Context: an optimization exercise on an open-source flow, tuned for small area. The choices shown serve that exercise and are no tape-out recipe.
Only the layout flow was run in this run; the RTL was not checked for function there.
Power and IR drop assume default switching activity.

--- run.sh ---
#!/bin/bash
# synth_recipe.tcl (not shown) runs the flow's synth.tcl, then flattens the netlist and writes it again
# the make line also repeats each setting of config.mk as NAME=value (left out here)
make -C /OpenROAD-flow-scripts/flow DESIGN_CONFIG=/design/flow/config.mk WORK_HOME=/design/flow/orfs CLKGATE_MAP_FILE= SYNTH_SCRIPT=/design/flow/synth_recipe.tcl finish
--- config.mk ---
export PLATFORM = sky130hd
export DESIGN_NAME = ost_ddmd
export DESIGN_NICKNAME = ost_ddmd
export VERILOG_FILES = /design/flow/design.v
export SDC_FILE = /design/flow/constraint.sdc
export NUM_CORES = 4
export LEC_CHECK = 0
export CAP_MARGIN = 20
export CORE_AREA = 10 10 310 310
export DIE_AREA = 0 0 320 320
export SLEW_MARGIN = 40
--- constraint.sdc ---
create_clock -name core_clock -period 10.0 [get_ports {clk}]
set_input_delay 2.0000 -clock core_clock [delete_from_list [all_inputs] [get_ports {clk}]]
set_output_delay 2.0000 -clock core_clock [all_outputs]
set_load 0.01 [all_outputs]
--- design.v ---
module ost_desc_decode (
    input  wire [63:0] raw_lo,
    input  wire [63:0] raw_hi,
    input  wire        wide,
    output wire [63:0] base,
    output wire [19:0] limit,
    output wire [3:0]  dtype,
    output wire        s,
    output wire [1:0]  dpl,
    output wire        p,
    output wire        avl,
    output wire        l,
    output wire        db,
    output wire        g
);
    assign limit = {raw_lo[51:48], raw_lo[15:0]};
    assign base  = {(wide ? raw_hi[31:0] : 32'h0), raw_lo[63:56], raw_lo[39:32], raw_lo[31:16]};
    assign dtype = raw_lo[43:40];
    assign s     = raw_lo[44];
    assign dpl   = raw_lo[46:45];
    assign p     = raw_lo[47];
    assign avl   = raw_lo[52];
    assign l     = raw_lo[53];
    assign db    = raw_lo[54];
    assign g     = raw_lo[55];
endmodule
module ost_sel_decode (
    input  wire [15:0] sel,
    output wire [1:0]  rpl,
    output wire        ti,
    output wire [12:0] index
);
    assign rpl   = sel[1:0];
    assign ti    = sel[2];
    assign index = sel[15:3];
endmodule
module ost_ddmd (
    input  wire         clk,
    input  wire         rst,
    input  wire         req_valid,
    output wire         req_ready,
    input  wire [31:0]  req_op,
    input  wire [31:0]  req_in_len,
    input  wire [31:0]  req_out_cap,
    input  wire [95:0]  req_in,         
    output wire         resp_valid,
    input  wire         resp_ready,
    output wire [1:0]   resp_status,
    output wire [31:0]  resp_bytes,
    output wire [319:0] resp_out,       
    output wire         prim_valid,
    output wire [2:0]   prim_cmd,
    output wire [63:0]  prim_addr,
    output wire [63:0]  prim_wdata,
    input  wire         prim_ack,
    input  wire [63:0]  prim_rdata,
    input  wire [15:0]  prim_rlimit,
    input  wire         prim_fault,
    output wire         faulted
);
    localparam [31:0] OPC_READ_MSR      = 32'h0000_0001;
    localparam [31:0] OPC_WRITE_MSR     = 32'h0000_0002;
    localparam [31:0] OPC_QUERY_SEGMENT = 32'h0000_0003;
    localparam [1:0] ST_SUCCESS     = 2'd0;
    localparam [1:0] ST_BUF_SMALL   = 2'd1;
    localparam [1:0] ST_INV_OPERAND = 2'd2;
    localparam [1:0] ST_UNSUPPORTED = 2'd3;
    localparam [2:0] P_RDMSR  = 3'd0;
    localparam [2:0] P_WRMSR  = 3'd1;
    localparam [2:0] P_RDSREG = 3'd2;
    localparam [2:0] P_SGDT   = 3'd3;
    localparam [2:0] P_MEMRD  = 3'd4;
    localparam [1:0] H_NONE  = 2'd0;
    localparam [1:0] H_RDMSR = 2'd1;
    localparam [1:0] H_WRMSR = 2'd2;
    localparam [1:0] H_QSEG  = 2'd3;
    localparam [3:0] S_IDLE      = 4'd0;
    localparam [3:0] S_RECEIVED  = 4'd1;
    localparam [3:0] S_VALIDATED = 4'd2;
    localparam [3:0] S_RDMSR     = 4'd3;
    localparam [3:0] S_WRMSR     = 4'd4;
    localparam [3:0] S_RDSREG    = 4'd5;
    localparam [3:0] S_SGDT      = 4'd6;
    localparam [3:0] S_BOUNDS    = 4'd7;
    localparam [3:0] S_MEM_LO    = 4'd8;
    localparam [3:0] S_MEM_HI    = 4'd9;
    localparam [3:0] S_DECODE    = 4'd10;
    localparam [3:0] S_EXECUTED  = 4'd11;
    localparam [3:0] S_COMPLETED = 4'd12;
    localparam [3:0] S_FAULTED   = 4'd13;
    reg [3:0] state;
    reg [31:0] req_op_q;
    reg [31:0] req_in_len_q;
    reg [31:0] req_out_cap_q;
    reg [95:0] in_buf;
    reg [1:0]  handler;
    reg [31:0] op_msr_addr;
    reg [31:0] op_lo;
    reg [31:0] op_hi;
    reg [15:0] op_seg_idx;
    reg [63:0] res_msr;
    reg [15:0] res_sel;
    reg [15:0] gdt_limit;
    reg [63:0] gdt_base;
    reg [63:0] rd_lo;
    reg [63:0] rd_hi;
    reg        rd_wide;
    reg        res_resolved;
    reg [63:0] res_raw_lo;
    reg [63:0] res_raw_hi;
    reg [63:0] res_base;
    reg [19:0] res_limit;
    reg [3:0]  res_type;
    reg        res_s;
    reg [1:0]  res_dpl;
    reg        res_p;
    reg        res_avl;
    reg        res_l;
    reg        res_db;
    reg        res_g;
    reg        res_wide;
    reg [1:0]   status_q;
    reg [31:0]  bytes_q;
    reg [319:0] out_buf;
    reg [1:0]  lookup_h;
    reg [31:0] in_min;
    reg [31:0] out_size;
    always @(*) begin
        case (req_op_q)
            OPC_READ_MSR:      begin lookup_h = H_RDMSR; in_min = 32'd4;  out_size = 32'd8;  end
            OPC_WRITE_MSR:     begin lookup_h = H_WRMSR; in_min = 32'd12; out_size = 32'd0;  end
            OPC_QUERY_SEGMENT: begin lookup_h = H_QSEG;  in_min = 32'd2;  out_size = 32'd40; end
            default:           begin lookup_h = H_NONE;  in_min = 32'd0;  out_size = 32'd0;  end
        endcase
    end
    wire size_short = (req_in_len_q < in_min) || (req_out_cap_q < out_size);
    wire [1:0]  sel_rpl;
    wire        sel_ti;
    wire [12:0] sel_index;
    ost_sel_decode u_sel (
        .sel   (res_sel),
        .rpl   (sel_rpl),
        .ti    (sel_ti),
        .index (sel_index)
    );
    wire [16:0] gdt_off   = {1'b0, sel_index, 3'b000};
    wire [16:0] off_end7  = gdt_off + 17'd7;
    wire [16:0] off_end15 = gdt_off + 17'd15;
    wire        lo_in_table = off_end7  <= {1'b0, gdt_limit};
    wire        hi_in_table = off_end15 <= {1'b0, gdt_limit};
    wire [63:0] entry_addr  = gdt_base + {47'd0, gdt_off};
    wire [63:0] entry_addr8 = entry_addr + 64'd8;
    wire [63:0] dec_base;
    wire [19:0] dec_limit;
    wire [3:0]  dec_type;
    wire        dec_s, dec_p, dec_avl, dec_l, dec_db, dec_g;
    wire [1:0]  dec_dpl;
    ost_desc_decode u_dec (
        .raw_lo (rd_lo),
        .raw_hi (rd_hi),
        .wide   (rd_wide),
        .base   (dec_base),
        .limit  (dec_limit),
        .dtype  (dec_type),
        .s      (dec_s),
        .dpl    (dec_dpl),
        .p      (dec_p),
        .avl    (dec_avl),
        .l      (dec_l),
        .db     (dec_db),
        .g      (dec_g)
    );
    reg [2:0]  pcmd;
    reg [63:0] paddr;
    always @(*) begin
        case (state)
            S_RDMSR:  begin pcmd = P_RDMSR;  paddr = {32'd0, op_msr_addr}; end
            S_WRMSR:  begin pcmd = P_WRMSR;  paddr = {32'd0, op_msr_addr}; end
            S_RDSREG: begin pcmd = P_RDSREG; paddr = {48'd0, op_seg_idx}; end
            S_SGDT:   begin pcmd = P_SGDT;   paddr = 64'd0; end
            S_MEM_LO: begin pcmd = P_MEMRD;  paddr = entry_addr; end
            S_MEM_HI: begin pcmd = P_MEMRD;  paddr = entry_addr8; end
            default:  begin pcmd = P_RDMSR;  paddr = 64'd0; end
        endcase
    end
    assign prim_valid = (state == S_RDMSR) || (state == S_WRMSR) || (state == S_RDSREG) ||
                        (state == S_SGDT)  || (state == S_MEM_LO) || (state == S_MEM_HI);
    assign prim_cmd   = pcmd;
    assign prim_addr  = paddr;
    assign prim_wdata = {op_hi, op_lo};
    assign req_ready   = (state == S_IDLE);
    assign resp_valid  = (state == S_COMPLETED);
    assign resp_status = status_q;
    assign resp_bytes  = bytes_q;
    assign resp_out    = out_buf;
    assign faulted     = (state == S_FAULTED);
    task clear_view;
        begin
            res_resolved <= 1'b0;
            res_raw_lo   <= 64'd0;
            res_raw_hi   <= 64'd0;
            res_base     <= 64'd0;
            res_limit    <= 20'd0;
            res_type     <= 4'd0;
            res_s        <= 1'b0;
            res_dpl      <= 2'd0;
            res_p        <= 1'b0;
            res_avl      <= 1'b0;
            res_l        <= 1'b0;
            res_db       <= 1'b0;
            res_g        <= 1'b0;
            res_wide     <= 1'b0;
        end
    endtask
    always @(posedge clk) begin
        if (rst) begin
            state <= S_IDLE;
        end else begin
            case (state)
                S_IDLE: begin
                    if (req_valid) begin
                        req_op_q      <= req_op;
                        req_in_len_q  <= req_in_len;
                        req_out_cap_q <= req_out_cap;
                        in_buf        <= req_in;
                        state         <= S_RECEIVED;
                    end
                end
                S_RECEIVED: begin
                    handler <= lookup_h;
                    if (lookup_h == H_NONE) begin
                        status_q <= ST_UNSUPPORTED;
                        bytes_q  <= 32'd0;
                        state    <= S_COMPLETED;
                    end else if (size_short) begin
                        status_q <= ST_BUF_SMALL;
                        bytes_q  <= 32'd0;
                        state    <= S_COMPLETED;
                    end else begin
                        op_msr_addr <= in_buf[31:0];
                        op_lo       <= in_buf[63:32];
                        op_hi       <= in_buf[95:64];
                        op_seg_idx  <= in_buf[15:0];
                        state       <= S_VALIDATED;
                    end
                end
                S_VALIDATED: begin
                    case (handler)
                        H_RDMSR: state <= S_RDMSR;
                        H_WRMSR: state <= S_WRMSR;
                        default: begin
                            if (op_seg_idx > 16'd5) begin
                                status_q <= ST_INV_OPERAND;
                                bytes_q  <= 32'd0;
                                state    <= S_COMPLETED;
                            end else begin
                                state <= S_RDSREG;
                            end
                        end
                    endcase
                end
                S_RDMSR: begin
                    if (prim_ack) begin
                        if (prim_fault) begin
                            state <= S_FAULTED;
                        end else begin
                            res_msr <= prim_rdata;
                            state   <= S_EXECUTED;
                        end
                    end
                end
                S_WRMSR: begin
                    if (prim_ack) begin
                        if (prim_fault) state <= S_FAULTED;
                        else            state <= S_EXECUTED;
                    end
                end
                S_RDSREG: begin
                    if (prim_ack) begin
                        res_sel <= prim_rdata[15:0];
                        state   <= S_SGDT;
                        if (prim_rdata[2] || (prim_rdata[15:3] == 13'd0)) begin
                            clear_view;
                            state <= S_EXECUTED;
                        end
                    end
                end
                S_SGDT: begin
                    if (prim_ack) begin
                        gdt_limit <= prim_rlimit;
                        gdt_base  <= prim_rdata;
                        state     <= S_BOUNDS;
                    end
                end
                S_BOUNDS: begin
                    if (lo_in_table) begin
                        state <= S_MEM_LO;
                    end else begin
                        clear_view;
                        state <= S_EXECUTED;
                    end
                end
                S_MEM_LO: begin
                    if (prim_ack) begin
                        if (prim_fault) begin
                            state <= S_FAULTED;
                        end else begin
                            rd_lo   <= prim_rdata;
                            rd_hi   <= 64'd0;
                            rd_wide <= ~prim_rdata[44];
                            if (~prim_rdata[44]) begin
                                if (hi_in_table) begin
                                    state <= S_MEM_HI;
                                end else begin
                                    clear_view;
                                    state <= S_EXECUTED;
                                end
                            end else begin
                                state <= S_DECODE;
                            end
                        end
                    end
                end
                S_MEM_HI: begin
                    if (prim_ack) begin
                        if (prim_fault) begin
                            state <= S_FAULTED;
                        end else begin
                            rd_hi <= prim_rdata;
                            state <= S_DECODE;
                        end
                    end
                end
                S_DECODE: begin
                    res_resolved <= 1'b1;
                    res_raw_lo   <= rd_lo;
                    res_raw_hi   <= rd_hi;
                    res_base     <= dec_base;
                    res_limit    <= dec_limit;
                    res_type     <= dec_type;
                    res_s        <= dec_s;
                    res_dpl      <= dec_dpl;
                    res_p        <= dec_p;
                    res_avl      <= dec_avl;
                    res_l        <= dec_l;
                    res_db       <= dec_db;
                    res_g        <= dec_g;
                    res_wide     <= rd_wide;
                    state        <= S_EXECUTED;
                end
                S_EXECUTED: begin
                    status_q <= ST_SUCCESS;
                    case (handler)
                        H_RDMSR: begin
                            out_buf[63:0] <= res_msr;
                            bytes_q       <= 32'd8;
                        end
                        H_WRMSR: begin
                            bytes_q <= 32'd0;
                        end
                        default: begin
                            out_buf[15:0]    <= res_sel;
                            out_buf[23:16]   <= {7'd0, res_resolved};
                            out_buf[31:24]   <= {7'd0, res_wide};
                            out_buf[63:32]   <= {12'd0, res_limit};
                            out_buf[127:64]  <= res_base;
                            out_buf[135:128] <= {4'd0, res_type};
                            out_buf[143:136] <= {7'd0, res_s};
                            out_buf[151:144] <= {6'd0, res_dpl};
                            out_buf[159:152] <= {7'd0, res_p};
                            out_buf[167:160] <= {7'd0, res_avl};
                            out_buf[175:168] <= {7'd0, res_l};
                            out_buf[183:176] <= {7'd0, res_db};
                            out_buf[191:184] <= {7'd0, res_g};
                            out_buf[255:192] <= res_raw_lo;
                            out_buf[319:256] <= res_raw_hi;
                            bytes_q          <= 32'd40;
                        end
                    endcase
                    state <= S_COMPLETED;
                end
                S_COMPLETED: begin
                    if (resp_ready) state <= S_IDLE;
                end
                S_FAULTED: begin
                    state <= S_FAULTED;
                end
                default: state <= S_IDLE;
            endcase
        end
    end
endmodule
==> qor.txt <==
DP Worst Slack: 2440 ps
Final Instance Area: 0.0495 mm^2
Vias in the first global route: 22.6k
TritonRoute pass-1 iters: 6
Slew Limit Headroom: 43.4%
Cell variety after synth: 87
Global-route wire length before repair: 160000 um
FF+latch count, synth: 969
Compound-cell area share of the yosys netlist: 3.93%
Wire length per cell: 26.0 um
Placed inst area: 0.0460 mm^2
Crit Path Class: reg -> out
Met2 Wirelength: 56600 um
Via count: 22.1k
Buf/Inv on CP: 1
Highest clock rate: 121 MHz
Pwr per Cell Area: 200 mW/mm^2
P&R area growth vs syn: 29.3%
Worst setup SP type: flop
Fin nets: 3387
Fillers: 7071
Setup Buffers After CTS: 0
RD Place Congestion: 0.871
Post_cts resized: 0
Synth Area in XOR/XNOR: 2.81%
Crit end category: output port
FF+latch area: 0.0291 mm^2
TritonCTS buffer count: 98
Synthesized instance count: 2368
Slowest CP cell: nor4_4
Post-synth top area cell: edfxtp_1
Initial drt markers: 1764
Status: complete, no violations
Via-to-Cell Ratio: 5.14
Asr flop ratio synth: 0%
Largest fanout on the critical path: 11
Post-synth top cells: edfxtp_1, and2_1, buf_4
GRT Overall Usage: 21.2%
Boundary Pins: 767
Worst-path clk slew: 60 ps
Core ar.: 0.0888 mm^2
Post-DRT Antenna Nets: 0
Initial antenna violation count: 7
Unrepaired setup endpoints after global routing: no
Worst skew pair latency: 670 ps
Remaining DRCs: 0
Worst-margin pin slew: 849 ps
Site row count: 109
Simple-gate share of the synthesized area: 10.8%
Max stage delay on crit path: 810 ps
Synth Area in Adders: 1.62%
Pwr Total: 9.88 mW
CP delay by family, top: simple AND/OR/NAND/NOR gates
Die Ht: 320 um
Max VDD drop: 0.000146 V
WP data required: 8000 ps
Top-area cell type share of the netlist area: 75.7%
Die X: 320 um
H-tree levels: 3
Main combinational cell family by area after synthesis: simple AND/OR/NAND/NOR gates
Multi-input logic area: 0.00820 mm^2
Synth top area cells: edfxtp_1, and2_1, buf_4, xnor2_1, and3_1
Final worst-path setup slack: 1720 ps
Synth Area per Inst: 16.2 um^2
Tmin final: 8280 ps
Final hold vios: 0
IO Port Bufs: 680
DR WL met3: 9970 um
Count leader, synth: edfxtp_1
Main flop type after synthesis: edfxtp_1
Die area: 0.102 mm^2
Hold WS: 388 ps
Worst hold path type: reg -> reg
Ys Warns: 1
Sequential element share of the synthesized area: 75.9%
Static Leak: 16.9 nW
Syn Std Cell Area: 0.0383 mm^2
TritonCTS clock tree: yes
Drt total wl: 112000 um
Final setup viols: 0
Share of post-route cells with drive strength above 1: 8.92%
Starting density of the core: 43.1%
Max Cap Viol: 0
Hold buffers post-CTS: 0
Top Layer Used: met5
Largest net degree at the start of global routing: 106
Clk root buf: clkbuf_16
CP arrival: 6280 ps
CTS max path bufs: 3
Critical path cell sequence: ha_1, a21oi_1, o21ai_1, a211oi_4, nand2_1, xnor2_1, a211oi_2, nand4_1, nor4_4, nand4_1, xnor2_1, nor2_1, clkdlybuf4s50_1
Clk sinks: 969
M1 wire length: 43300 um
Fin. max-slew vios: 0
Mux share of post-synthesis cell area: 1.11%
Global route overflow: 0
Number of diodes: 0
DP Wirelength: 82000 um
Final clock period utilization by the worst path: 82.8%
Final Skew: 43.2 ps
Post-synth EDFFs: 965
where the power goes:
part	switching [mW]	internal (mW)	leakage [nW]
Clock	1.55	2.28	1.65
Combinational	0.762	0.440	6.36
Sequential	0.103	4.75	8.87
routing by layer:
| metal | track usage, % | vias up |
|---|---|---|
| met1 | 25.1 | 10982 |
| li1 | - | 10116 |
| met5 | 0 | - |
| met2 | 37.3 | 886 |
| met4 | 4.30 | 12 |
| met3 | 7.02 | 137 |
layout by cell type (no fill, tap or decap), types with 37 or more instances in the layout:
master,netlist,final
a21oi_1,41,41
and2_1,167,167
and3_1,109,109
clkbuf_16,0,98
clkdlybuf4s50_1,0,680
conb_1,1,82
edfxtp_1,965,965
ha_1,48,47
inv_1,44,44
nand2_1,108,107
nand3_1,53,53
nand4_1,42,42
nor2_1,103,99
nor4_1,39,37
o21ai_0,48,48
xnor2_1,81,81
xor2_1,40,40
worst paths after layout:
check,start,endpoint,slack (ps),cells after the start
worst max-delay path,res_sel[9]$_DFFE_PP_,prim_addr[63],1720,13
worst min-delay path,in_buf[6]$_DFFE_PP_,op_msr_addr[6]$_DFFE_PP_,390,0
worst max register to register,res_sel[5]$_DFFE_PP_,res_raw_hi[41]$_SDFFCE_PN0P_,5110,19
worst min register to register,in_buf[6]$_DFFE_PP_,op_msr_addr[6]$_DFFE_PP_,390,0
worst reg2reg max path, stage by stage, from the launching register on:
cell and delay (ps):
edfxtp_1 540, and3_1 240, and3_1 200, and2_1 210
nand2_1 90, xnor2_1 140, ha_1 310, a21o_1 160
a21o_1 170, a21oi_1 230, o21ai_0 150, a21o_1 190
a21o_1 170, a21oi_1 140, a21oi_1 70, a31oi_1 450
a221oi_4 190, buf_4 330, buf_4 410, buf_12 220
layout make-up:
type | instances | area share [%]
Inverter | 45 | 0.341
Timing Repair Buffer | 714 | 14.5
Sequential cell | 969 | 58.7
Tap cell | 1165 | 2.94
Clock inverter | 67 | 1.84
Clock buffer | 113 | 5.07
Multi-Input combinational cell | 1232 | 16.6
sequential cells by signal, indices dropped and copies added, names as in the netlist, 2 cells and up:
signal and flops:
res_type 3, bytes_q 2, op_hi 32, out_buf 224
res_msr 64, req_out_cap_q 29, res_raw_hi 64, gdt_base 64
req_in_len_q 31, gdt_limit 16, res_raw_lo 10, status_q 2
state 4, op_lo 32, rd_lo 64, res_base 63
req_op_q 32, handler 2, rd_hi 64, in_buf 96
res_limit 19, res_sel 16, op_msr_addr 32
through the flow:
step                cells  utilization [%]  TNS (ps)
floorplan            2449                -    -13590
global placement     4115             51.7         0
detailed placement   4121             51.8         0
CTS                  4301             55.7         0
global route         4305             55.8         0
finish               4305             55.8         0
cell families after synthesis:
kind of cell / Yosys count
other cells: 1
flops: 969
simple gates: 731
fa+ha+maj: 49
mux: 38
buf+inv: 248
xor+xnor: 122
compound gates: 210

## static timing again, ports no longer ideal
How much do the figures lean on ideal ports? The routed layout below was timed once more, with nothing changed but the port constraints.
Step 1: set_driving_cell puts a clkbuf_16 on clk and a buf_2 on each other input, an assumption about the parent block.
Step 2 adds t to the input delays and takes it off the output delays; t is the mean of the earliest and latest rising clock arrival at the registers after step 1. Input paths then give back, and output paths get back, about the clock's delay inside the block.
Slacks: ideal / step 1 / step 2; pairs: ideal / step 1.
t, ns: 0.718
setup WS [ns]: 1.723 / 1.655 / 2.373
hold WS [ns]: 0.388 / 0.388 / 0.388
worst register clock-pin slew, ns: 0.07 / 0.07
worst data-port slew with drivers (ns): 0.11
After both steps this run still meets setup and hold. The setup slack of this run moves by -0.068 ns with the drivers and by +0.650 ns with both steps.
